Background: an optimization exercise with open tools, aiming at small area, a short achievable clock period and few clock cycles per item. Do not read the settings as production practice.
Function was checked by simulation only, so behaviour that the tests miss may differ from the original.

== job 6561 ==
Design rxp_ctr_de, start of the top module:
module rxp_ctr_de (
  input  wire         clk,
  input  wire         rst_n,
  input  wire         in_valid,
  output wire         in_ready,
  input  wire         in_first,
  input  wire [127:0] in_key,
  input  wire [127:0] in_iv,
  input  wire [127:0] in_data,
  output reg          out_valid,
  output reg  [127:0] out_data
);
  reg         va, vb;      
  reg  [3:0]  ra, rb;      
  reg         rdy;         
  reg         rdy_o;       
  reg [127:0] key_r;       
  reg [127:0] ctr_r;       
  reg [127:0] x;           
  reg [127:0] ka;          
  reg [127:0] ya;          
  reg  [63:0] yd;          
  reg [127:0] kb;          
  reg  [15:0] kd;          
  reg [127:0] d0, d1;      
  assign in_ready = rdy_o;
  wire accept = in_valid && rdy_o;
  function [127:0] inc128;
    input [127:0] v;
    integer k;
    begin
      for (k = 0; k < 128; k = k + 1)
        inc128[k] = v[k] ^ (&(v | ~({128{1'b1}} >> (128 - k))));
    end
  endfunction
  wire [127:0] blk_key = in_first ? in_key : key_r;
  wire [127:0] blk_ctr = in_first ? in_iv  : inc128(ctr_r);
  function [7:0] xtime;
    input [7:0] a;
    xtime = {a[6:0], 1'b0} ^ (a[7] ? 8'h1b : 8'h00);
  endfunction
  wire [127:0] xk = x ^ ka;                   
  wire [63:0] xd;
  wire [15:0] kxd;
  wire [31:0] rot = {ka[23:0], ka[31:24]};    
  genvar i, c;
  generate
    for (i = 0; i < 16; i = i + 1) begin : g_da
      aes_sbox_d u_d (.a(xk[127 - 8*i -: 8]), .di(xd[63 - 4*i -: 4]));
    end
    for (i = 0; i < 4; i = i + 1) begin : g_dk
      aes_sbox_d u_d (.a(rot[31 - 8*i -: 8]), .di(kxd[15 - 4*i -: 4]));
    end
  endgenerate
  wire [7:0] sb [0:15];    
  wire [7:0] sr [0:15];    
  wire [7:0] mc [0:15];    
  generate
    for (i = 0; i < 16; i = i + 1) begin : g_yb
      aes_sbox_y u_y (.a(ya[127 - 8*i -: 8]), .di(yd[63 - 4*i -: 4]), .y(sb[i]));
    end
  ...
Size in the first run: ~1,300 flip-flops, roughly 80,000 µm² of cells after synthesis.
clock: 6.0 ns
lec_check: 0
cap_margin: 0
core_margin: 2
core_utilization: 45
cts_buf_list: sky130_fd_sc_hd__clkbuf_4 sky130_fd_sc_hd__clkbuf_8
place_density: 0.55
setup_slack_margin: 3.5
slew_margin: 0
tns_end_percent: 0
run.sh (not shown) runs the stock make flow with config.mk's settings and CLKGATE_MAP_FILE= SYNTH_SCRIPT=/design/flow/synth_recipe.tcl, a recipe that flattens the netlist after the stock synthesis.
Job 6561 did not stop at any stage, and its layout met the timing, design-rule and antenna checks.
Testbench counts of job 6561, summed over its fixed seeds: cycles 48,016, items 4,800.
The inputs of job 8948 differ from those of job 6561 as listed below.
==> flow/config.mk <==
export PLATFORM = sky130hd
export DESIGN_NAME = rxp_ctr_de
export DESIGN_NICKNAME = rxp_ctr_de
export VERILOG_FILES = /design/flow/design.v
export SDC_FILE = /design/flow/constraint.sdc
export NUM_CORES = 4
export LEC_CHECK = 0
export CAP_MARGIN = 20
export CORE_MARGIN = 2
export CORE_UTILIZATION = 35
export PLACE_DENSITY = 0.45
export SETUP_SLACK_MARGIN = 3.5
export SLEW_MARGIN = 20
export TNS_END_PERCENT = 0
Findings:
Final wirelength (higher): job 8948
[compare] base=job 6561 new=job 8948: peak fanout along the critical path decreased 2, worst hold slack climbed 0.0049 ns.
For job 8948, the origin of the worst setup path was ya[52], unlike job 6561, where it was x[110].
| smallest setup slack after layout | job 8948 vs job 6561 | 0.035 ns lower |
Changes in job 8351 relative to job 8948:
-- flow/config.mk --
<<< job 8948, line 10
export CORE_UTILIZATION = 35
export PLACE_DENSITY = 0.45
export SETUP_SLACK_MARGIN = 3.5
export SLEW_MARGIN = 20
export TNS_END_PERCENT = 0
>>> job 8351, line 10
export CORE_UTILIZATION = 35
export PLACE_DENSITY = 0.45
export SETUP_SLACK_MARGIN = 3.0
export SLEW_MARGIN = 20
export TNS_END_PERCENT = 0
Notes after the runs:
Total number of multi-input combinational cells: job 8948 vs job 8351 — no meaningful difference. Against job 8948, job 8351 reports a number of inserted diodes that is lower. Job 8948 has lower multi-input gate share of the layout cell area than job 8351. Sequential share of layout area, job 8351 and job 8948: larger value in job 8351. Between job 8351 and job 8948, the maximum frequency is lower for job 8351.

## re-timing with driven ports
In the flow no input, the clock included, has a driving cell. The finished layouts below were timed again as built, in two steps. Step 1 assumes that a clkbuf_16 drives the clock port and a buf_2 every other input. Step 2 adds t to the input delays and takes it off the output delays; t is the mean of the earliest and latest rising clock arrival at the registers after step 1. Input paths then give back, and output paths get back, about the clock's delay inside the block. Three values: ideal ports, drivers, drivers and shift; two values: the first two.
run | shift t [ns] | setup WS [ns] | hold WS [ns] | worst setup path after step 2 | worst slew at a driven data input, ns
job 6561 | 1.035 | 2.908 / 2.908 / 2.334 | 0.311 / 0.311 / 0.311 | input to register | 0.13
job 8948 | 0.916 | 2.874 / 2.874 / 2.190 | 0.316 / 0.316 / 0.316 | input to register | 0.11
job 8351 | 0.911 | 2.722 / 2.722 / 2.180 | 0.319 / 0.319 / 0.319 | input to register | 0.12
After both steps every run listed still meets setup and hold. For job 8948, which loses most, drivers alone change the setup slack by 0.000 ns; drivers and shift together by -0.684 ns.
